What follows belongs to an exercise in optimizing a design on an open flow for small area; a production flow would make more cautious choices. Only simulation tests tie the RTL to the original design; equivalence was not proved. Power is estimated from default activity; no workload was simulated.

$ cat flow/config.mk
export PLATFORM = sky130hd
export DESIGN_NAME = pyro_radio_b
export DESIGN_NICKNAME = pyro_radio_b
export VERILOG_FILES = /design/flow/design.v
export SDC_FILE = /design/flow/constraint.sdc
export NUM_CORES = 8
export LEC_CHECK = 0
export CAP_MARGIN = 20
export CORE_MARGIN = 2
export CORE_UTILIZATION = 50
export SLEW_MARGIN = 20
$ cat flow/constraint.sdc
create_clock -name core_clock -period 15.0 [get_ports {clk}]
set_input_delay 3.0000 -clock core_clock [delete_from_list [all_inputs] [get_ports {clk}]]
set_output_delay 3.0000 -clock core_clock [all_outputs]
set_load 0.01 [all_outputs]
$ cat flow/design.v
module pyro_crc16_check (
    input  wire [175:0] frame,
    output wire         ok
);
    wire x176 = frame[33] ^ frame[34];
    wire x177 = frame[35] ^ frame[36];
    wire x178 = frame[63] ^ frame[106];
    wire x179 = frame[66] ^ frame[109];
    wire x180 = frame[64] ^ frame[107];
    wire x181 = frame[65] ^ frame[108];
    wire x182 = frame[12] ^ frame[15];
    wire x183 = frame[14] ^ frame[17];
    wire x184 = frame[20] ^ frame[69];
    wire x185 = frame[31] ^ frame[32];
    wire x186 = frame[61] ^ frame[104];
    wire x187 = frame[67] ^ frame[110];
    wire x188 = frame[68] ^ frame[111];
    wire x189 = frame[13] ^ frame[16];
    wire x190 = frame[62] ^ frame[105];
    wire x191 = frame[21] ^ frame[121];
    wire x192 = frame[70] ^ frame[113];
    wire x193 = frame[90] ^ frame[120];
    wire x194 = frame[22] ^ frame[122];
    wire x195 = frame[71] ^ frame[114];
    wire x196 = frame[23] ^ frame[123];
    wire x197 = frame[6] ^ x186;
    wire x198 = frame[11] ^ x179;
    wire x199 = frame[37] ^ x176;
    wire x200 = frame[112] ^ x184;
    wire x201 = frame[7] ^ x190;
    wire x202 = frame[8] ^ x178;
    wire x203 = frame[9] ^ x180;
    wire x204 = frame[10] ^ x181;
    wire x205 = frame[1] ^ frame[144];
    wire x206 = frame[18] ^ frame[102];
    wire x207 = frame[30] ^ frame[101];
    wire x208 = frame[2] ^ frame[145];
    wire x209 = frame[19] ^ frame[103];
    wire x210 = frame[3] ^ frame[146];
    wire x211 = frame[74] ^ frame[150];
    wire x212 = frame[115] ^ frame[151];
    wire x213 = frame[4] ^ frame[147];
    wire x214 = frame[91] ^ frame[153];
    wire x215 = frame[116] ^ frame[152];
    wire x216 = frame[25] ^ x182;
    wire x217 = frame[38] ^ x177;
    wire x218 = x185 ^ x187;
    wire x219 = frame[26] ^ x189;
    wire x220 = frame[98] ^ x183;
    wire x221 = frame[0] ^ frame[80];
    wire x222 = frame[24] ^ frame[124];
    wire x223 = frame[78] ^ frame[118];
    wire x224 = frame[81] ^ frame[157];
    wire x225 = frame[88] ^ frame[164];
    wire x226 = frame[143] ^ frame[149];
    wire x227 = frame[79] ^ frame[119];
    wire x228 = frame[82] ^ frame[158];
    wire x229 = frame[5] ^ frame[60];
    wire x230 = frame[83] ^ frame[159];
    wire x231 = frame[84] ^ frame[160];
    wire x232 = frame[85] ^ frame[161];
    wire x233 = frame[77] ^ frame[117];
    wire x234 = frame[86] ^ frame[162];
    wire x235 = frame[87] ^ frame[163];
    wire x236 = frame[156] ^ x188;
    wire x237 = frame[165] ^ x191;
    wire x238 = x192 ^ x206;
    wire x239 = frame[166] ^ x194;
    wire x240 = x195 ^ x209;
    wire x241 = frame[167] ^ x196;
    wire x242 = frame[75] ^ x212;
    wire x243 = frame[76] ^ x215;
    wire x244 = x214 ^ x233;
    wire x245 = frame[72] ^ x200;
    wire x246 = x199 ^ x217;
    wire x247 = frame[28] ^ frame[99];
    wire x248 = frame[39] ^ frame[94];
    wire x249 = frame[92] ^ frame[154];
    wire x250 = frame[95] ^ frame[127];
    wire x251 = frame[125] ^ frame[148];
    wire x252 = frame[29] ^ frame[100];
    wire x253 = frame[93] ^ frame[155];
    wire x254 = frame[58] ^ x205;
    wire x255 = frame[96] ^ x207;
    wire x256 = x193 ^ x226;
    wire x257 = x223 ^ x249;
    wire x258 = frame[59] ^ x208;
    wire x259 = x227 ^ x253;
    wire x260 = x197 ^ x225;
    wire x261 = x198 ^ x237;
    wire x262 = frame[73] ^ x201;
    wire x263 = frame[97] ^ x219;
    wire x264 = frame[126] ^ x239;
    wire x265 = frame[27] ^ x220;
    wire x266 = x202 ^ x211;
    wire x267 = x203 ^ x210;
    wire x268 = x204 ^ x213;
    wire x269 = frame[50] ^ frame[89];
    wire x270 = frame[53] ^ x251;
    wire x271 = frame[128] ^ x224;
    wire x272 = frame[168] ^ x222;
    wire x273 = frame[129] ^ x228;
    wire x274 = frame[57] ^ x221;
    wire x275 = frame[130] ^ x230;
    wire x276 = frame[131] ^ x231;
    wire x277 = frame[132] ^ x232;
    wire x278 = frame[133] ^ x234;
    wire x279 = frame[171] ^ x235;
    wire x280 = frame[44] ^ x254;
    wire x281 = frame[55] ^ x236;
    wire x282 = frame[134] ^ x256;
    wire x283 = x218 ^ x238;
    wire x284 = frame[45] ^ x258;
    wire x285 = x240 ^ x273;
    wire x286 = x241 ^ x248;
    wire x287 = frame[138] ^ x242;
    wire x288 = frame[139] ^ x243;
    wire x289 = frame[140] ^ x244;
    wire x290 = frame[40] ^ x246;
    wire x291 = frame[169] ^ x262;
    wire x292 = frame[170] ^ x264;
    wire x293 = x245 ^ x275;
    wire x294 = frame[56] ^ frame[142];
    wire x295 = frame[135] ^ frame[149];
    wire x296 = frame[41] ^ frame[42];
    wire x297 = frame[46] ^ frame[136];
    wire x298 = frame[47] ^ frame[137];
    wire x299 = frame[35] ^ frame[119];
    wire x300 = frame[52] ^ frame[120];
    wire x301 = frame[48] ^ frame[54];
    wire x302 = frame[141] ^ x247;
    wire x303 = frame[51] ^ x229;
    wire x304 = frame[43] ^ x250;
    wire x305 = x216 ^ x255;
    wire x306 = x257 ^ x270;
    wire x307 = x216 ^ x259;
    wire x308 = x198 ^ x252;
    wire x309 = x203 ^ x279;
    wire x310 = x176 ^ x204;
    wire x311 = frame[49] ^ x260;
    wire x312 = x271 ^ x283;
    wire x313 = x193 ^ x266;
    wire x314 = x274 ^ x285;
    wire x315 = frame[117] ^ x282;
    wire x316 = x177 ^ x289;
    wire x317 = x263 ^ x288;
    wire x318 = x281 ^ x311;
    wire x319 = frame[174] ^ x292;
    wire x320 = frame[41] ^ frame[69];
    wire x321 = frame[54] ^ frame[95];
    wire x322 = frame[125] ^ frame[173];
    wire x323 = frame[32] ^ frame[152];
    wire x324 = frame[0] ^ frame[52];
    wire x325 = frame[73] ^ frame[97];
    wire x326 = frame[12] ^ frame[33];
    wire x327 = frame[115] ^ frame[121];
    wire x328 = frame[13] ^ frame[118];
    wire x329 = frame[34] ^ frame[154];
    wire x330 = frame[42] ^ frame[59];
    wire x331 = frame[99] ^ frame[116];
    wire x332 = frame[122] ^ frame[145];
    wire x333 = frame[100] ^ frame[123];
    wire x334 = frame[46] ^ frame[124];
    wire x335 = frame[137] ^ frame[172];
    wire x336 = frame[47] ^ frame[94];
    wire x337 = frame[89] ^ frame[126];
    wire x338 = frame[2] ^ frame[175];
    wire x339 = frame[30] ^ frame[51];
    wire x340 = x183 ^ x250;
    wire x341 = frame[4] ^ x269;
    wire x342 = frame[96] ^ x295;
    wire x343 = frame[151] ^ x188;
    wire x344 = x180 ^ x205;
    wire x345 = x252 ^ x294;
    wire x346 = x320 ^ x322;
    wire x347 = frame[104] ^ x210;
    wire x348 = x181 ^ x208;
    wire x349 = x192 ^ x297;
    wire x350 = frame[31] ^ x296;
    wire x351 = frame[56] ^ x247;
    wire x352 = frame[93] ^ x324;
    wire x353 = frame[105] ^ x213;
    wire x354 = x195 ^ x298;
    wire x355 = frame[16] ^ x224;
    wire x356 = frame[58] ^ x194;
    wire x357 = frame[141] ^ x211;
    wire x358 = frame[17] ^ x228;
    wire x359 = frame[135] ^ x328;
    wire x360 = frame[148] ^ x229;
    wire x361 = x182 ^ x196;
    wire x362 = frame[14] ^ x299;
    wire x363 = frame[136] ^ x230;
    wire x364 = x189 ^ x222;
    wire x365 = frame[147] ^ x334;
    wire x366 = x231 ^ x335;
    wire x367 = frame[142] ^ x300;
    wire x368 = frame[1] ^ x234;
    wire x369 = x187 ^ x301;
    wire x370 = frame[20] ^ x185;
    wire x371 = frame[29] ^ x269;
    wire x372 = x221 ^ x272;
    wire x373 = x321 ^ x344;
    wire x374 = x255 ^ x347;
    wire x375 = x303 ^ x323;
    wire x376 = frame[15] ^ x238;
    wire x377 = x191 ^ x272;
    wire x378 = x197 ^ x276;
    wire x379 = x304 ^ x350;
    wire x380 = x325 ^ x353;
    wire x381 = frame[153] ^ x276;
    wire x382 = x200 ^ x207;
    wire x383 = x220 ^ x277;
    wire x384 = x243 ^ x326;
    wire x385 = x327 ^ x357;
    wire x386 = frame[43] ^ x278;
    wire x387 = frame[49] ^ x201;
    wire x388 = x244 ^ x359;
    wire x389 = x277 ^ x329;
    wire x390 = x330 ^ x361;
    wire x391 = x202 ^ x257;
    wire x392 = x235 ^ x240;
    wire x393 = x199 ^ x232;
    wire x394 = x219 ^ x278;
    wire x395 = x337 ^ x367;
    wire x396 = x218 ^ x302;
    wire x397 = x178 ^ x280;
    wire x398 = x245 ^ x261;
    wire x399 = x306 ^ x372;
    wire x400 = x284 ^ x343;
    wire x401 = frame[92] ^ x265;
    wire x402 = frame[127] ^ x286;
    wire x403 = x179 ^ x267;
    wire x404 = x265 ^ x352;
    wire x405 = x378 ^ x380;
    wire x406 = frame[102] ^ x308;
    wire x407 = frame[144] ^ x268;
    wire x408 = x383 ^ x385;
    wire x409 = frame[103] ^ x261;
    wire x410 = x266 ^ x389;
    wire x411 = x280 ^ x388;
    wire x412 = frame[155] ^ x309;
    wire x413 = x267 ^ x307;
    wire x414 = x310 ^ x366;
    wire x415 = frame[67] ^ x287;
    wire x416 = x268 ^ x336;
    wire x417 = frame[18] ^ x287;
    wire x418 = x305 ^ x371;
    wire x419 = x246 ^ x259;
    wire x420 = frame[150] ^ x290;
    wire x421 = x398 ^ x399;
    wire x422 = x312 ^ x341;
    wire x423 = x290 ^ x293;
    wire x424 = x313 ^ x401;
    wire x425 = x291 ^ x315;
    wire x426 = x314 ^ x384;
    wire x427 = x293 ^ x411;
    wire x428 = x392 ^ x413;
    wire x429 = frame[28] ^ x316;
    wire x430 = frame[19] ^ x317;
    wire x431 = frame[3] ^ x318;
    wire x432 = x319 ^ x349;
    wire x433 = x355 ^ x425;
    wire x434 = frame[5] ^ frame[172];
    wire x435 = x248 ^ x434;
    wire x436 = x302 ^ x340;
    wire x437 = x435 ^ x282;
    wire x438 = x305 ^ x436;
    wire x439 = x312 ^ x397;
    wire x440 = x437 ^ x438;
    wire x441 = x420 ^ x421;
    wire x442 = x439 ^ x440;
    wire x443 = x431 ^ x441;
    wire x444 = x442 ^ x443;
    wire x445 = frame[6] ^ frame[39];
    wire x446 = frame[91] ^ frame[112];
    wire x447 = x445 ^ x446;
    wire x448 = x237 ^ x342;
    wire x449 = x345 ^ x346;
    wire x450 = x447 ^ x263;
    wire x451 = x264 ^ x285;
    wire x452 = x307 ^ x373;
    wire x453 = x448 ^ x449;
    wire x454 = x291 ^ x400;
    wire x455 = x450 ^ x451;
    wire x456 = x452 ^ x453;
    wire x457 = x420 ^ x422;
    wire x458 = x454 ^ x455;
    wire x459 = x456 ^ x457;
    wire x460 = x458 ^ x459;
    wire x461 = frame[7] ^ frame[143];
    wire x462 = x212 ^ x296;
    wire x463 = x461 ^ x348;
    wire x464 = x462 ^ x263;
    wire x465 = x281 ^ x374;
    wire x466 = x375 ^ x463;
    wire x467 = x314 ^ x402;
    wire x468 = x464 ^ x465;
    wire x469 = x466 ^ x423;
    wire x470 = x424 ^ x467;
    wire x471 = x468 ^ x432;
    wire x472 = x469 ^ x470;
    wire x473 = x471 ^ x472;
    wire x474 = frame[8] ^ frame[39];
    wire x475 = frame[171] ^ frame[175];
    wire x476 = x214 ^ x215;
    wire x477 = x474 ^ x475;
    wire x478 = x241 ^ x242;
    wire x479 = x254 ^ x271;
    wire x480 = x351 ^ x354;
    wire x481 = x476 ^ x477;
    wire x482 = x376 ^ x377;
    wire x483 = x379 ^ x478;
    wire x484 = x479 ^ x480;
    wire x485 = x481 ^ x403;
    wire x486 = x404 ^ x405;
    wire x487 = x482 ^ x483;
    wire x488 = x484 ^ x423;
    wire x489 = x485 ^ x486;
    wire x490 = x487 ^ x488;
    wire x491 = x489 ^ x490;
    wire x492 = frame[9] ^ frame[48];
    wire x493 = frame[63] ^ frame[138];
    wire x494 = frame[165] ^ x223;
    wire x495 = x492 ^ x493;
    wire x496 = x258 ^ x356;
    wire x497 = x494 ^ x495;
    wire x498 = x379 ^ x381;
    wire x499 = x382 ^ x496;
    wire x500 = x497 ^ x406;
    wire x501 = x407 ^ x408;
    wire x502 = x498 ^ x499;
    wire x503 = x426 ^ x500;
    wire x504 = x501 ^ x502;
    wire x505 = x431 ^ x433;
    wire x506 = x503 ^ x504;
    wire x507 = x505 ^ x506;
    wire x508 = frame[10] ^ frame[64];
    wire x509 = frame[139] ^ frame[166];
    wire x510 = frame[170] ^ x227;
    wire x511 = x294 ^ x331;
    wire x512 = x332 ^ x508;
    wire x513 = x509 ^ x242;
    wire x514 = x358 ^ x360;
    wire x515 = x510 ^ x511;
    wire x516 = x512 ^ x374;
    wire x517 = x386 ^ x387;
    wire x518 = x390 ^ x513;
    wire x519 = x514 ^ x515;
    wire x520 = x409 ^ x410;
    wire x521 = x516 ^ x517;
    wire x522 = x518 ^ x519;
    wire x523 = x422 ^ x427;
    wire x524 = x520 ^ x521;
    wire x525 = x522 ^ x523;
    wire x526 = x524 ^ x525;
    wire x527 = frame[11] ^ frame[21];
    wire x528 = frame[44] ^ frame[50];
    wire x529 = frame[65] ^ frame[75];
    wire x530 = frame[140] ^ frame[146];
    wire x531 = frame[167] ^ x333;
    wire x532 = x527 ^ x528;
    wire x533 = x529 ^ x530;
    wire x534 = x239 ^ x303;
    wire x535 = x362 ^ x363;
    wire x536 = x364 ^ x531;
    wire x537 = x532 ^ x533;
    wire x538 = x283 ^ x386;
    wire x539 = x391 ^ x534;
    wire x540 = x535 ^ x536;
    wire x541 = x537 ^ x315;
    wire x542 = x400 ^ x405;
    wire x543 = x412 ^ x538;
    wire x544 = x539 ^ x540;
    wire x545 = x426 ^ x541;
    wire x546 = x542 ^ x543;
    wire x547 = x544 ^ x545;
    wire x548 = x546 ^ x547;
    wire x549 = frame[22] ^ frame[36];
    wire x550 = frame[45] ^ frame[66];
    wire x551 = frame[76] ^ frame[81];
    wire x552 = frame[101] ^ frame[106];
    wire x553 = frame[134] ^ frame[168];
    wire x554 = x251 ^ x300;
    wire x555 = x549 ^ x550;
    wire x556 = x551 ^ x552;
    wire x557 = x553 ^ x201;
    wire x558 = x236 ^ x241;
    wire x559 = x365 ^ x554;
    wire x560 = x555 ^ x556;
    wire x561 = x260 ^ x375;
    wire x562 = x557 ^ x558;
    wire x563 = x559 ^ x560;
    wire x564 = x408 ^ x414;
    wire x565 = x561 ^ x562;
    wire x566 = x563 ^ x427;
    wire x567 = x428 ^ x564;
    wire x568 = x565 ^ x566;
    wire x569 = x567 ^ x568;
    wire x570 = frame[23] ^ frame[77];
    wire x571 = frame[82] ^ frame[107];
    wire x572 = frame[122] ^ frame[156];
    wire x573 = frame[157] ^ frame[173];
    wire x574 = x295 ^ x297;
    wire x575 = x331 ^ x570;
    wire x576 = x571 ^ x572;
    wire x577 = x573 ^ x202;
    wire x578 = x362 ^ x574;
    wire x579 = x575 ^ x576;
    wire x580 = x260 ^ x284;
    wire x581 = x376 ^ x381;
    wire x582 = x393 ^ x394;
    wire x583 = x395 ^ x577;
    wire x584 = x578 ^ x579;
    wire x585 = x291 ^ x415;
    wire x586 = x416 ^ x580;
    wire x587 = x581 ^ x582;
    wire x588 = x583 ^ x584;
    wire x589 = x421 ^ x585;
    wire x590 = x586 ^ x587;
    wire x591 = x588 ^ x589;
    wire x592 = x590 ^ x591;
    wire x593 = frame[24] ^ frame[27];
    wire x594 = frame[68] ^ frame[78];
    wire x595 = frame[83] ^ frame[89];
    wire x596 = frame[108] ^ frame[158];
    wire x597 = x229 ^ x298;
    wire x598 = x333 ^ x593;
    wire x599 = x594 ^ x595;
    wire x600 = x596 ^ x217;
    wire x601 = x270 ^ x340;
    wire x602 = x368 ^ x369;
    wire x603 = x597 ^ x598;
    wire x604 = x599 ^ x261;
    wire x605 = x288 ^ x600;
    wire x606 = x601 ^ x602;
    wire x607 = x603 ^ x410;
    wire x608 = x604 ^ x605;
    wire x609 = x606 ^ x428;
    wire x610 = x607 ^ x608;
    wire x611 = x432 ^ x433;
    wire x612 = x609 ^ x610;
    wire x613 = x611 ^ x612;
    wire x614 = frame[37] ^ frame[72];
    wire x615 = frame[79] ^ frame[80];
    wire x616 = frame[84] ^ frame[101];
    wire x617 = frame[109] ^ frame[118];
    wire x618 = frame[121] ^ frame[124];
    wire x619 = frame[128] ^ frame[159];
    wire x620 = x184 ^ x338;
    wire x621 = x614 ^ x615;
    wire x622 = x616 ^ x617;
    wire x623 = x618 ^ x619;
    wire x624 = x216 ^ x342;
    wire x625 = x354 ^ x358;
    wire x626 = x369 ^ x620;
    wire x627 = x621 ^ x622;
    wire x628 = x623 ^ x394;
    wire x629 = x624 ^ x625;
    wire x630 = x626 ^ x627;
    wire x631 = x292 ^ x313;
    wire x632 = x402 ^ x407;
    wire x633 = x412 ^ x417;
    wire x634 = x628 ^ x629;
    wire x635 = x630 ^ x318;
    wire x636 = x429 ^ x631;
    wire x637 = x632 ^ x633;
    wire x638 = x634 ^ x635;
    wire x639 = x636 ^ x637;
    wire x640 = x638 ^ x639;
    wire x641 = frame[0] ^ frame[27];
    wire x642 = frame[48] ^ frame[53];
    wire x643 = frame[85] ^ frame[91];
    wire x644 = frame[113] ^ frame[129];
    wire x645 = frame[160] ^ x299;
    wire x646 = x332 ^ x641;
    wire x647 = x642 ^ x643;
    wire x648 = x644 ^ x197;
    wire x649 = x256 ^ x351;
    wire x650 = x363 ^ x370;
    wire x651 = x645 ^ x646;
    wire x652 = x647 ^ x262;
    wire x653 = x286 ^ x309;
    wire x654 = x310 ^ x648;
    wire x655 = x649 ^ x650;
    wire x656 = x651 ^ x397;
    wire x657 = x415 ^ x418;
    wire x658 = x652 ^ x653;
    wire x659 = x654 ^ x655;
    wire x660 = x430 ^ x656;
    wire x661 = x657 ^ x658;
    wire x662 = x659 ^ x660;
    wire x663 = x661 ^ x662;
    wire x664 = frame[40] ^ frame[57];
    wire x665 = frame[68] ^ frame[86];
    wire x666 = frame[114] ^ frame[123];
    wire x667 = frame[130] ^ frame[146];
    wire x668 = frame[161] ^ x225;
    wire x669 = x339 ^ x664;
    wire x670 = x665 ^ x666;
    wire x671 = x667 ^ x370;
    wire x672 = x668 ^ x669;
    wire x673 = x670 ^ x284;
    wire x674 = x373 ^ x377;
    wire x675 = x387 ^ x671;
    wire x676 = x672 ^ x317;
    wire x677 = x406 ^ x414;
    wire x678 = x673 ^ x674;
    wire x679 = x675 ^ x424;
    wire x680 = x429 ^ x676;
    wire x681 = x677 ^ x678;
    wire x682 = x679 ^ x680;
    wire x683 = x681 ^ x682;
    wire x684 = frame[55] ^ frame[60];
    wire x685 = frame[87] ^ frame[131];
    wire x686 = frame[162] ^ frame[169];
    wire x687 = x684 ^ x685;
    wire x688 = x686 ^ x346;
    wire x689 = x348 ^ x356;
    wire x690 = x365 ^ x687;
    wire x691 = x267 ^ x391;
    wire x692 = x393 ^ x396;
    wire x693 = x688 ^ x689;
    wire x694 = x690 ^ x316;
    wire x695 = x404 ^ x409;
    wire x696 = x417 ^ x418;
    wire x697 = x691 ^ x692;
    wire x698 = x693 ^ x694;
    wire x699 = x695 ^ x696;
    wire x700 = x697 ^ x698;
    wire x701 = x699 ^ x700;
    wire x702 = frame[70] ^ frame[88];
    wire x703 = frame[90] ^ frame[132];
    wire x704 = frame[163] ^ x186;
    wire x705 = x188 ^ x206;
    wire x706 = x339 ^ x702;
    wire x707 = x703 ^ x345;
    wire x708 = x368 ^ x704;
    wire x709 = x705 ^ x706;
    wire x710 = x306 ^ x390;
    wire x711 = x396 ^ x707;
    wire x712 = x708 ^ x709;
    wire x713 = x403 ^ x416;
    wire x714 = x419 ^ x710;
    wire x715 = x711 ^ x712;
    wire x716 = x319 ^ x430;
    wire x717 = x713 ^ x714;
    wire x718 = x715 ^ x716;
    wire x719 = x717 ^ x718;
    wire x720 = frame[71] ^ frame[133];
    wire x721 = frame[164] ^ x190;
    wire x722 = x209 ^ x226;
    wire x723 = x301 ^ x338;
    wire x724 = x720 ^ x218;
    wire x725 = x236 ^ x274;
    wire x726 = x279 ^ x304;
    wire x727 = x360 ^ x364;
    wire x728 = x721 ^ x722;
    wire x729 = x723 ^ x265;
    wire x730 = x268 ^ x286;
    wire x731 = x289 ^ x308;
    wire x732 = x382 ^ x395;
    wire x733 = x724 ^ x725;
    wire x734 = x726 ^ x727;
    wire x735 = x728 ^ x419;
    wire x736 = x729 ^ x730;
    wire x737 = x731 ^ x732;
    wire x738 = x733 ^ x734;
    wire x739 = x735 ^ x736;
    wire x740 = x737 ^ x738;
    wire x741 = x739 ^ x740;
    wire [15:0] r = {x741, x719, x701, x683, x663, x640, x613, x592, x569, x548, x526, x507, x491, x473, x460, x444};
    assign ok = (r == 16'h2DF9);
endmodule
module pyro_btn_entry (
    input  wire        clk,
    input  wire        rst,
    input  wire        eval,
    input  wire        v,
    input  wire        raw_state,      
    input  wire        tick,           
    input  wire [31:0] delta_r,        
    output reg  [2:0]  kind,
    output reg         stable_state,
    output reg         pending,
    output reg  [7:0]  repeat_count,
    output reg  [31:0] hold_time
);
    function [4:0] db_back(input integer n);    
        integer i;
        begin
            db_back = 5'b01111;
            for (i = 0; i < n; i = i + 1)       
                db_back = {~(db_back[0] ^ db_back[3]), db_back[4:1]};
        end
    endfunction
    function [8:0] pr_back(input integer n);    
        integer i;
        begin
            pr_back = 9'b011111111;
            for (i = 0; i < n; i = i + 1)       
                pr_back = {~(pr_back[0] ^ pr_back[5]), pr_back[8:1]};
        end
    endfunction
    localparam [4:0] DB_S = db_back(19);
    localparam [8:0] PR_P = pr_back(499);
    localparam [8:0] PR_R = pr_back(299);
    reg  [4:0] db;
    reg  [8:0] pr;
    wire db_top = &db[3:0];
    wire pr_top = &pr[7:0];
    wire [4:0] db_next = {db[3:0], ~(db[4] ^ db[2]) | db_top};
    wire [8:0] pr_next = {pr[7:0], ~(pr[8] ^ pr[4]) | pr_top};
    wire db_ok  = db_top & (db[4] | tick);    
    wire pr_ok  = pr_top & (pr[8] | tick);    
    wire [8:0] rep_c;
    wire [7:0] rep_new;
    wire       rep_all = &repeat_count;
    assign rep_c[0] = 1'b1;
    genvar k;
    generate
        for (k = 0; k < 8; k = k + 1) begin : g_rep
            assign rep_c[k + 1] = rep_c[k] & repeat_count[k];
            if (k == 0)
                assign rep_new[k] = ~pending | ~repeat_count[0] | rep_all;
            else
                assign rep_new[k] = pending & (repeat_count[k] ^ (rep_c[k] & ~rep_all));
        end
    endgenerate
    wire rc      = v ^ raw_state;
    wire accept  = (v ^ stable_state) & ~rc & db_ok;
    wire in_hold = kind[2] & kind[0];
    wire s1 = pending & pr_ok;
    wire s2 = ~s1 & accept & v;
    wire s3 = ~s1 & accept & ~v;
    wire s4 = ~s1 & ~accept & stable_state & in_hold;
    wire s5 = ~s1 & ~accept & stable_state & ~in_hold & pr_ok;
    wire        upd  = eval & s4;               
    wire        keep = ~rst & ~(eval & (s2 | s4 | s5));
    wire [32:0] hc;
    wire [31:0] hsum;
    assign hc[0] = tick;
    genvar i;
    generate
        for (i = 0; i < 32; i = i + 1) begin : g_add
            assign hsum[i]   = hold_time[i] ^ delta_r[i] ^ hc[i];
            assign hc[i + 1] = (hold_time[i] & delta_r[i]) | (hc[i] & (hold_time[i] ^ delta_r[i]));
        end
    endgenerate
    wire [31:0] hnext = ({32{upd}} & hsum) | ({32{keep}} & hold_time);
    always @(posedge clk) begin
        hold_time <= hnext;
        if (rst | (eval & rc))
            db <= DB_S;
        else if (tick)
            db <= db_next;
        if (rst | (eval & s2))
            pr <= PR_P;
        else if (eval & s3)
            pr <= PR_R;
        else if (tick)
            pr <= pr_next;
        if (rst) begin
            stable_state <= 1'b0;
            kind         <= 3'd0;
            pending      <= 1'b0;
            repeat_count <= 8'd0;
        end else if (eval) begin
            if (s2) begin
                stable_state <= 1'b1;
                repeat_count <= rep_new;
            end
            if (s3)
                stable_state <= 1'b0;
            if (s1 | s2)
                pending <= 1'b0;
            else if (s3)
                pending <= ~in_hold;
            kind <= s1 ? 3'd4 : s2 ? 3'd2 : s3 ? 3'd3 : (s4 | s5) ? 3'd5 : 3'd0;
        end
    end
endmodule
module pyro_radio_b (
    input  wire          clk,
    input  wire          rst,             
    input  wire          frame_valid,
    input  wire [175:0]  frame,
    input  wire [31:0]   now,             
    output reg           st_valid,        
    output reg  [1:0]    st_code,         
    output reg  [43:0]   ch_off,          
    output reg  [47:0]   mouse,           
    output reg  [15:0]   mbtn_raw,        
    output reg  [15:0]   key_raw,
    output reg  [1:0]    sw_stable,       
    output reg  [6:0]    sw_event,        
    output reg  [31:0]   sw_change_time,  
    output wire [65:0]   btn_event,       
    output wire [21:0]   btn_stable,
    output wire [21:0]   btn_pending,
    output wire [175:0]  btn_repeat,      
    output wire [703:0]  btn_hold_time,   
    output reg           online
);
    localparam NBTN = 22;
    wire crc_ok;
    pyro_crc16_check u_crc (.frame(frame), .ok(crc_ok));
    wire [63:0] F = frame[79:16];
    wire [10:0] ch0 = F[10:0];
    wire [10:0] ch1 = F[21:11];
    wire [10:0] ch2 = F[32:22];
    wire [10:0] ch3 = F[43:33];
    wire [1:0]  gear = F[45:44];
    wire [3:0]  fn   = F[49:46];
    wire [7:0]  mb0  = frame[8*16 +: 8];
    wire [7:0]  mb1  = frame[8*17 +: 8];
    wire [15:0] keys = frame[8*18 +: 16];
    wire range_ok = (ch0 >= 11'd364) && (ch0 <= 11'd1684) &&
                    (ch1 >= 11'd364) && (ch1 <= 11'd1684) &&
                    (ch2 >= 11'd364) && (ch2 <= 11'd1684) &&
                    (ch3 >= 11'd364) && (ch3 <= 11'd1684);
    wire commit = frame_valid && crc_ok && range_ok && !rst;
    reg         now0_q;
    reg  [31:0] delta_n;                     
    wire [31:0] delta_r = ~delta_n;
    wire        tick = now[0] ^ now0_q;
    always @(posedge clk) begin
        now0_q <= now[0];
        if (rst)
            delta_n <= ~now;                 
        else if (commit)
            delta_n <= 32'hFFFFFFFF;         
        else
            delta_n <= delta_n - {31'd0, tick};
    end
    always @(posedge clk) begin
        if (rst) begin
            st_valid       <= 1'b0;
            st_code        <= 2'd0;
            ch_off         <= 44'd0;
            mouse          <= 48'd0;
            mbtn_raw       <= 16'd0;
            key_raw        <= 16'd0;
            sw_stable      <= 2'd0;
            sw_event       <= 7'd0;
            sw_change_time <= 32'd0;
        end else begin
            st_valid <= frame_valid;
            if (frame_valid)
                st_code <= !crc_ok ? 2'd1 : !range_ok ? 2'd2 : 2'd0;
            if (commit) begin
                ch_off   <= {ch3 ^ 11'h400, ch2 ^ 11'h400, ch1 ^ 11'h400, ch0 ^ 11'h400};
                mouse    <= frame[8*10 +: 48];
                mbtn_raw <= {mb1, mb0};
                key_raw  <= keys;
                if (gear != sw_stable) begin
                    sw_event       <= {3'd1, sw_stable, gear};
                    sw_stable      <= gear;
                    sw_change_time <= now;
                end else begin
                    sw_event       <= 7'd0;
                end
            end
        end
    end
    reg  [3:0] fn_raw;
    always @(posedge clk)
        if (rst)         fn_raw <= 4'd0;
        else if (commit) fn_raw <= fn;
    wire [NBTN-1:0] levels = {fn, (mb1 != 8'd0), (mb0 != 8'd0), keys};
    wire [NBTN-1:0] raws   = {fn_raw, (mbtn_raw[15:8] != 8'd0), (mbtn_raw[7:0] != 8'd0), key_raw};
    genvar g;
    generate
        for (g = 0; g < NBTN; g = g + 1) begin : g_btn
            pyro_btn_entry u_btn (
                .clk(clk), .rst(rst), .eval(commit), .v(levels[g]), .raw_state(raws[g]),
                .tick(tick), .delta_r(delta_r),
                .kind(btn_event[3*g +: 3]), .stable_state(btn_stable[g]),
                .pending(btn_pending[g]), .repeat_count(btn_repeat[8*g +: 8]),
                .hold_time(btn_hold_time[32*g +: 32]));
        end
    endgenerate
    always @(posedge clk) begin
        if (rst)
            online <= 1'b0;
        else if (commit)
            online <= 1'b1;
        else if ((delta_r > 32'd100) || (delta_r == 32'd100 && tick))
            online <= 1'b0;
    end
endmodule
$ cat flow/flow/run.sh
#!/bin/bash
# Layout flow: the standard ORFS flow (standard.sh), with these changes to
# how the layout is made:
#  - synthesis is the standard flow's synthesis script with another ABC mapping script
#    (flow/synth.tcl, flow/abc_area.script): an area-recovering mapping
#    without ABC's own buffering and upsizing;
#  - the port buffers that global placement inserts are sky130_fd_sc_hd__buf_1;
#  - clock tree synthesis inserts no dummy loads and clusters up to 24
#    flip-flops within 120 um per leaf buffer.
# Each tool's full output goes to the ORFS logs under orfs/logs/, and the make
# output to flow_make.log in this folder.
set -euo pipefail
here=$(pwd)
export FLOW_ABC_SCRIPT="$here/flow/abc_area.script"
export BUFFER_PORTS_ARGS="-buffer_cell sky130_fd_sc_hd__buf_1"
export CTS_ARGS="-sink_clustering_enable -repair_clock_nets -dont_use_dummy_load -sink_clustering_size 24 -sink_clustering_max_diameter 120"
bash standard.sh SYNTH_SCRIPT="$here/flow/synth.tcl" finish > flow_make.log 2>&1
$ cat flow/flow/abc_area.script
&get -n
&st
&dch
&nf
&st
&syn2
&synch2
&nf
&st
&dch
&nf -R 1000
&st
&dch -f
&nf -R 1000 -p
&put
topo
stime -c
$ cat flow/flow/synth.tcl
# The standard flow's synthesis script (synth_recipe.tcl), with ORFS's ABC speed script
# replaced by abc_area.script from this folder: the same Yosys flow and the
# same registers, only the gate mapping of the logic differs.
proc synth {args} { yosys synth -nofsm -noshare {*}$args }
proc abc {args} {
  set i [lsearch -exact $args -script]
  if { $i >= 0 } {
    set args [lreplace $args [expr {$i + 1}] [expr {$i + 1}] $::env(FLOW_ABC_SCRIPT)]
  }
  puts "abc with: $args"
  yosys abc {*}$args
}
source $::env(SCRIPTS_DIR)/synth.tcl
# left out here: clear keep_hierarchy, flatten, clean up, hide names made inside functions, write 1_2_yosys.v
$ cat flow/standard.sh
#!/bin/bash
# synth_recipe.tcl (not shown) runs the flow's synth.tcl, then flattens the netlist and writes it again
# the make line also repeats each setting of config.mk as NAME=value (left out here)
make -C /OpenROAD-flow-scripts/flow DESIGN_CONFIG=/design/flow/config.mk WORK_HOME=/design/flow/orfs CLKGATE_MAP_FILE= SYNTH_SCRIPT=/design/flow/synth_recipe.tcl "${@:-finish}"
==> results of run 1 <==
-- placed cells by master (no fill, tap or decap), types with 119 or more instances in the layout --
cell	count
a21oi_1	322
a22o_1	793
buf_1	1366
buf_4	119
dfxtp_1	1500
fa_1	300
fa_2	382
nand2_1	558
nand3_1	129
nor2_1	714
nor3_1	151
o21ai_0	286
xnor2_1	492
xor2_1	233
-- flip-flops by register name, summed over array words and instances, names as in the netlist --
name,cells
fn_raw,4
g_btn.u_btn.repeat_count,176
g_btn.u_btn.hold_time,704
st_valid,1
online,1
sw_stable,2
delta_n,32
key_raw,16
now0_q,1
g_btn.u_btn.stable_state,22
mbtn_raw,16
g_btn.u_btn.kind,66
st_code,2
g_btn.u_btn.db,110
g_btn.u_btn.pr,198
sw_change_time,32
g_btn.u_btn.pending,22
mouse,48
sw_event,5
ch_off,44
-- logic make-up (layout without fill, tap and decap cells) --
family          after synthesis  in the layout  share of synthesized area
simple gates               1962           1962                     0.1208
compound gates             1663           1663                     0.1635
buf+inv                     204           1711                    0.01375
mux                          68             68                   0.009372
xor+xnor                    730            730                    0.08861
fa+ha+maj                   693            693                     0.1899
other cells                   1             13                 0.00005164
flops                      1502           1502                     0.4140
-- final cells by class --
class,count,area [um2]
tap,1903,2381
clock buffer,72,1802
multi-input combinational,5118,42850
inverter,142,549.3
antenna,11,27.53
sequential,1502,30070
fill,12790,59900
timing repair buffer,1497,6246
-- worst max-delay path, delay by kind of cell --
kind,cells,cell delay [ns]
buffers and inverters,6,0.66
adder cells (fa/ha/maj),31,11.28
AO/OA/AOI/OAI,1,0.20
XOR/XNOR,1,0.20
-- timing repair --
item	CTS	global route
buffers inserted	2	0
endpoints found under the setup margin	63	47
pin swaps	11	15
resized for setup	241	143
-- worst max-delay path by stage --
stage	slack, ns	to
after global placement	-1.18	g_btn[9].u_btn.hold_time[31]
final	0.21	g_btn[19].u_btn.hold_time[30]
after floorplan	-12.13	g_btn[20].u_btn.hold_time[30]
after detailed placement	-1.39	g_btn[9].u_btn.hold_time[30]
after global routing	-0.003	g_btn[14].u_btn.hold_time[31]
after CTS	0.0001	g_btn[7].u_btn.hold_time[30]
-- through the flow --
step | total power, mW | instance area, um2 | cells | TNS (ns)
3_5_place_dp | 6.422 | 81050 | 10160 | -88.09
5_1_grt | 8.942 | 83910 | 10240 | -0.003279
6_report | 8.610 | 83930 | 10250 | 0
4_1_cts | 8.597 | 83470 | 10230 | 0
3_3_place_gp | 6.423 | 81050 | 10160 | -66.98
2_1_floorplan | 5.758 | 72660 | 6824 | -6140.54
-- power by group through the flow --
| stage | sequential, mW | clock (mW) | combinational (mW) |
|---|---|---|---|
| floorplan | 4.26 | 0 | 1.50 |
| global placement | 4.28 | 0 | 2.14 |
| detailed placement | 4.28 | 0 | 2.14 |
| CTS | 4.19 | 2.24 | 2.17 |
| global route | 4.21 | 2.36 | 2.37 |
| finish | 4.19 | 2.21 | 2.21 |
-- layer usage --
layer,routed length (um),up-vias,share of wire
li1,-,27040,-
met1,112600,30580,0.37
met2,140700,2746,0.46
met3,29090,719,0.094
met4,25350,8,0.082
met5,172,-,0.00056
==> flow_summary.json, run 1 <==
{
  "vias": 61090,
  "status": "no timing/DRC/antenna violations",
  "avgSynthCellArea_um2": 10.64,
  "setup_violations": 0,
  "worst_slew_pin_slew_ns": 1.155,
  "cp_max_fo": 11,
  "cp.arrival_ns": 15.39,
  "io_pins": 1370,
  "dieHeight_um": 385.1,
  "netlist_top_cells_count": "dfxtp_1 (1502), a22o_1 (793), nor2_1 (723)",
  "drc_errors": 0,
  "coreArea_um2": 143800,
  "hpwl_um": 239500,
  "hold_violations": 0,
  "reg2reg_to": "g_btn[19].u_btn.hold_time[30]",
  "grt_pass1_wl_um": 430700,
  "clkPwrFrac": 0.256,
  "ctsRootBufferMaster": "clkbuf_16",
  "place_congestion": 1.031,
  "grt_overflow": 0,
  "max_stage_delay_ns": 0.43,
  "grt.busiest_layer": "met2",
  "fin_crit_ns": 14.79,
  "yosysMostFrequentCell": "dfxtp_1",
  "seq_power_share": 0.487,
  "max-slew-margin-rel": 0.2248,
  "max_freq_mhz": 67.61,
  "cts-hold-fix-buffers": 0,
  "grt_use_met2": 0.6402,
  "whs_ns": 0.4390,
  "crit_start": "now[0]",
  "avgViaCountPerCell": 5.963,
  "htree_num_levels": 3,
  "ir_worst_vdd_mv": 0.08436,
  "synth-seq-cells": 1502,
  "wl_per_cell_um": 30.05,
  "io_buffers": 1367,
  "grt_use_total": 0.4053,
  "first_iter_violations": 5651,
  "synth.area.top_cells": "dfxtp_1 (41%), fa_1 (19%), a22o_1 (9.6%)",
  "synthesis.area_um2": 72620,
  "finalCritPeriodShare": 0.9860,
  "firstDrtPassIters": 6,
  "worstSetupPathType": "input pin to register",
  "antenna_found_initial": 15,
  "skew_ns": 0.07600,
  "yosysTopAreaCell": "dfxtp_1",
  "switchingPower_mw": 2.816,
  "p_leak_nw": 31.00,
  "p_int_mw": 5.794,
  "critPathRequiredTime_ns": 15.60,
  "finalCoreUtilization": 0.5835,
  "end_kind": "register",
  "fin_ws_ns": 0.2101,
  "synth_edf_count": 0,
  "startpoint_type": "input pin",
  "insertion_delay_ns": 0.73,
  "synth_top_area_share": 0.4140,
  "cts_tree": "yes",
  "r2r_cells": 34,
  "power.density_nw_per_um2": 102.6,
  "comb_power_share": 0.257,
  "ys.flop_type": "dfxtp_1",
  "min_path_type": "register to register",
  "die_w_um": 385.1,
  "yosysWarnings": 2,
  "rr_startpoint": "delta_n[1]",
  "worstHoldStart": "g_btn[10].u_btn.kind[1]",
  "wirelength_um": 307900,
  "switching_share": 0.3271,
  "clk_pin_slew_worst_paths_ns": 0.10,
  "synthDistinctLibCells": 54,
  "drive_above_1_share": 0.08066,
  "drv_slew": 0,
  "async_flop_share": 0,
  "cpMostUsedCell": "fa_2",
  "cts_made_buffers": 72,
  "grtUsageMet3": 0.1138,
  "dp_slack_ns": -1.386,
  "worst-r2r-setup-slack_ns": 2.13,
  "maxCapViolations": 0,
  "synth-seq-area-share": 0.4140,
  "dieArea_um2": 148300,
  "syn2layout_area_growth_pct": 15.57,
  "start_util": 0.5049,
  "clock_sinks": 1502,
  "ant_nets": 0,
  "nets": 9237,
  "crit_slowest_cell": "fa_1",
  "holdPathStages": 2,
  "grtUsageMet1": 0.4823,
  "postSynthCellCount": 6823,
  "grt_start_max_net_pins": 141,
  "ctsLongestPathBuffers": 3,
  "row_count": 139,
  "grt_pass1_vias": 57990,
  "hold_end": "g_btn[10].u_btn.kind[1]"
}
==> inputs of run 2 (changes only) <==
==> flow/flow/abc_area.script (replaced) <==
&get -n
&st
&dch
&nf
&st
&syn2
&synch2
&nf
&st
&dch
&nf -R 1000
&st
&dch -f
&nf -R 1000 -p -F 10 -A 5 -C 32
&put
topo
stime -c
--- a/flow/config.mk
+++ b/flow/config.mk
@@ -7,5 +7,5 @@
 export LEC_CHECK = 0
 export CAP_MARGIN = 20
 export CORE_MARGIN = 2
-export CORE_UTILIZATION = 50
+export CORE_UTILIZATION = 40
 export SLEW_MARGIN = 20
==> flow_summary.json, run 2 <==
{
  "hpwl_um": 244100,
  "ctsRootBufferMaster": "clkbuf_16",
  "cp.arrival_ns": 15.42,
  "synthesis.area_um2": 72340,
  "first_iter_violations": 5390,
  "cpMostUsedCell": "fa_1",
  "status": "no timing/DRC/antenna violations",
  "drv_slew": 0,
  "async_flop_share": 0,
  "dieArea_um2": 184300,
  "die_w_um": 429.3,
  "crit_slowest_cell": "fa_1",
  "vias": 61440,
  "p_leak_nw": 31.06,
  "avgViaCountPerCell": 5.758,
  "critPathRequiredTime_ns": 15.64,
  "startpoint_type": "input pin",
  "yosysTopAreaCell": "dfxtp_1",
  "fin_crit_ns": 14.78,
  "cts_made_buffers": 74,
  "comb_power_share": 0.250,
  "switchingPower_mw": 2.831,
  "max_freq_mhz": 67.66,
  "postSynthCellCount": 6775,
  "worstSetupPathType": "input pin to register",
  "end_kind": "register",
  "grt_overflow": 0,
  "seq_power_share": 0.487,
  "clk_pin_slew_worst_paths_ns": 0.10,
  "min_path_type": "register to register",
  "finalCritPeriodShare": 0.9852,
  "reg_top3": "g_btn.u_btn.hold_time: 704 flops, g_btn.u_btn.pr: 198 flops, g_btn.u_btn.repeat_count: 176 flops",
  "ir_worst_vdd_mv": 0.09580,
  "regMostFlops": "g_btn.u_btn.hold_time",
  "synth-seq-area-share": 0.4156,
  "switching_share": 0.3285,
  "io_pins": 1370,
  "design_area_um2": 84220,
  "synth-seq-cells": 1502,
  "max_stage_delay_ns": 0.42,
  "max-slew-margin-rel": 0.2587,
  "ys.flop_type": "dfxtp_1",
  "dp.cells": 10580,
  "finalCoreUtilization": 0.4675,
  "antenna_found_initial": 17,
  "dieHeight_um": 429.3,
  "power.density_nw_per_um2": 102.3,
  "wirelength_um": 313700,
  "cp_max_fo": 12,
  "htree_num_levels": 3,
  "coreArea_um2": 180200,
  "firstDrtPassIters": 6,
  "mostFrequentLayoutCells": "dfxtp_1 (1500), buf_1 (1365), a22o_1 (784), nor2_1 (607), nand2_1 (576)",
  "avgSynthCellArea_um2": 10.68,
  "place_area_um2": 81380,
  "ant_nets": 0,
  "clock_sinks": 1502,
  "largest_reg_flops": 704,
  "grt_pass1_wl_um": 443300,
  "layout.cells.non_filler": 10670,
  "insertion_delay_ns": 0.78,
  "setup_violations": 0,
  "yosysMostFrequentCell": "dfxtp_1",
  "grt_use_total": 0.3315,
  "clkPwrFrac": 0.263,
  "p_int_mw": 5.785,
  "syn2layout_area_growth_pct": 16.41,
  "nets": 9197,
  "yosysWarnings": 2,
  "worst_slew_pin_slew_ns": 1.102,
  "wl_per_cell_um": 29.40,
  "skew_ns": 0.09499,
  "io_buffers": 1367,
  "critPathBufInv": 6,
  "start_util": 0.4016,
  "synth_top_area_share": 0.4156,
  "cts-hold-fix-buffers": 0,
  "row_count": 156,
  "drc_errors": 0,
  "synth.area.top_cells": "dfxtp_1 (42%), fa_1 (19%), a22o_1 (9.5%)",
  "netlist_top_cells_count": "dfxtp_1 (1502), a22o_1 (784), fa_1 (682)",
  "synth_edf_count": 0,
  "drive_above_1_share": 0.07912,
  "ctsLongestPathBuffers": 3,
  "place_congestion": 1.011,
  "cp_top_family": "adder cells",
  "synthDistinctLibCells": 56,
  "hold_violations": 0,
  "finalSetupTns_ns": 0,
  "final_common_cell": "dfxtp_1",
  "cts_tree": "yes",
  "grt_start_max_net_pins": 92,
  "grt_pass1_vias": 58690,
  "maxCapViolations": 0
}
==> run 2: kinds of logic after synthesis <==
kind of cell / Yosys count / share of synthesized area
adders and majority gates: 693 / 0.1906
xor gates and xnor gates: 698 / 0.08508
buffers and inverters: 212 / 0.01422
and+or+nand+nor: 1976 / 0.1240
other: 1 / 0.00005184
AOI/OAI and AO/OA: 1657 / 0.1654
DFF: 1502 / 0.4156
muxes: 36 / 0.004981
==> run 2: layer usage <==
layer  global-route usage  part of all wire  up-vias
met3              0.07888             0.080      628
met1               0.4046              0.38    31060
met4               0.2011             0.075        8
met2               0.5310              0.46     2729
met5                    0           0.00016        -
li1                     -                 -    27010
==> run 2: repair_timing <==
action | in CTS | in global routing
buffers inserted | 2 | 0
gates resized for setup | 198 | 160
pin swaps | 11 | 20
endpoints found under the setup margin | 64 | 56
==> run 2: path summary, 6_finish.rpt <==
path                                       startpoint                            end  slack (ns)  cells past startpoint
worst max-delay path                           now[0]  g_btn[16].u_btn.hold_time[30]        0.22                     39
worst min-delay path            g_btn[15].u_btn.pr[3]          g_btn[15].u_btn.pr[4]        0.43                      2
worst max register to register             delta_n[1]  g_btn[13].u_btn.hold_time[30]        2.02                     35
worst min register to register  g_btn[15].u_btn.pr[3]          g_btn[15].u_btn.pr[4]        0.43                      2
==> run 2: worst min-delay path: stages (launching register included) <==
cell and delay, ns:
dfxtp_1 0.32, nand2_1 0.06, nand3_1 0.06
==> run 2: cell type report <==
cell class	count	area [um2]
antenna	8	20.02
clock buffer	74	1852
fill	17290	95940
inverter	150	595.6
multi-input combinational	5062	42460
sequential	1502	30080
tap	2370	2965
timing repair buffer	1503	6251
==> run 2: per-stage QoR <==
stage               hold WS, ns  total power [mW]  setup WS [ns]
global placement         0.4249             6.378         -1.287
detailed placement       0.4317             6.383         -1.450
global route             0.4607             8.944       -0.02615
finish                   0.4328             8.616         0.2213
CTS                      0.4424             8.615       0.001258
floorplan                0.4536             5.693         -12.16
==> run 2: power groups by stage <==
stage | Combinational, mW | Clock [mW] | Sequential [mW]
6_report | 2.15 | 2.26 | 4.20
5_1_grt | 2.31 | 2.42 | 4.21
4_1_cts | 2.13 | 2.29 | 4.20
3_5_place_dp | 2.10 | 0 | 4.29
3_3_place_gp | 2.09 | 0 | 4.29
2_1_floorplan | 1.44 | 0 | 4.26

-- re-timing with driven ports --
No port has a modelled driver above. Below, the same layouts with a new extraction and two added sets of constraints. Step 1, drivers: a clkbuf_16 drives clk and a buf_2 each remaining input, both assumed. Step 2 adds t to the input delays and takes it off the output delays; t is the mean of the earliest and latest rising clock arrival at the registers after step 1. Input paths then give back, and output paths get back, about the clock's delay inside the block. a / b / c = ideal / step 1 / step 2; a / b = the first two.
run | shift t [ns] | setup slack, ns | hold slack, ns | latest minus earliest clock arrival (ns)
run 1 | 0.780 | 0.210 / 0.278 / -0.502 | 0.439 / 0.439 / 0.439 | 0.080 / 0.080
run 2 | 0.833 | 0.221 / 0.299 / -0.533 | 0.433 / 0.433 / 0.433 | 0.095 / 0.095
With both steps, setup timing fails in run 1 and run 2, where it was met with ideal ports. The setup slack of run 2, which loses most, moves by +0.078 ns with the drivers and by -0.754 ns with both steps.
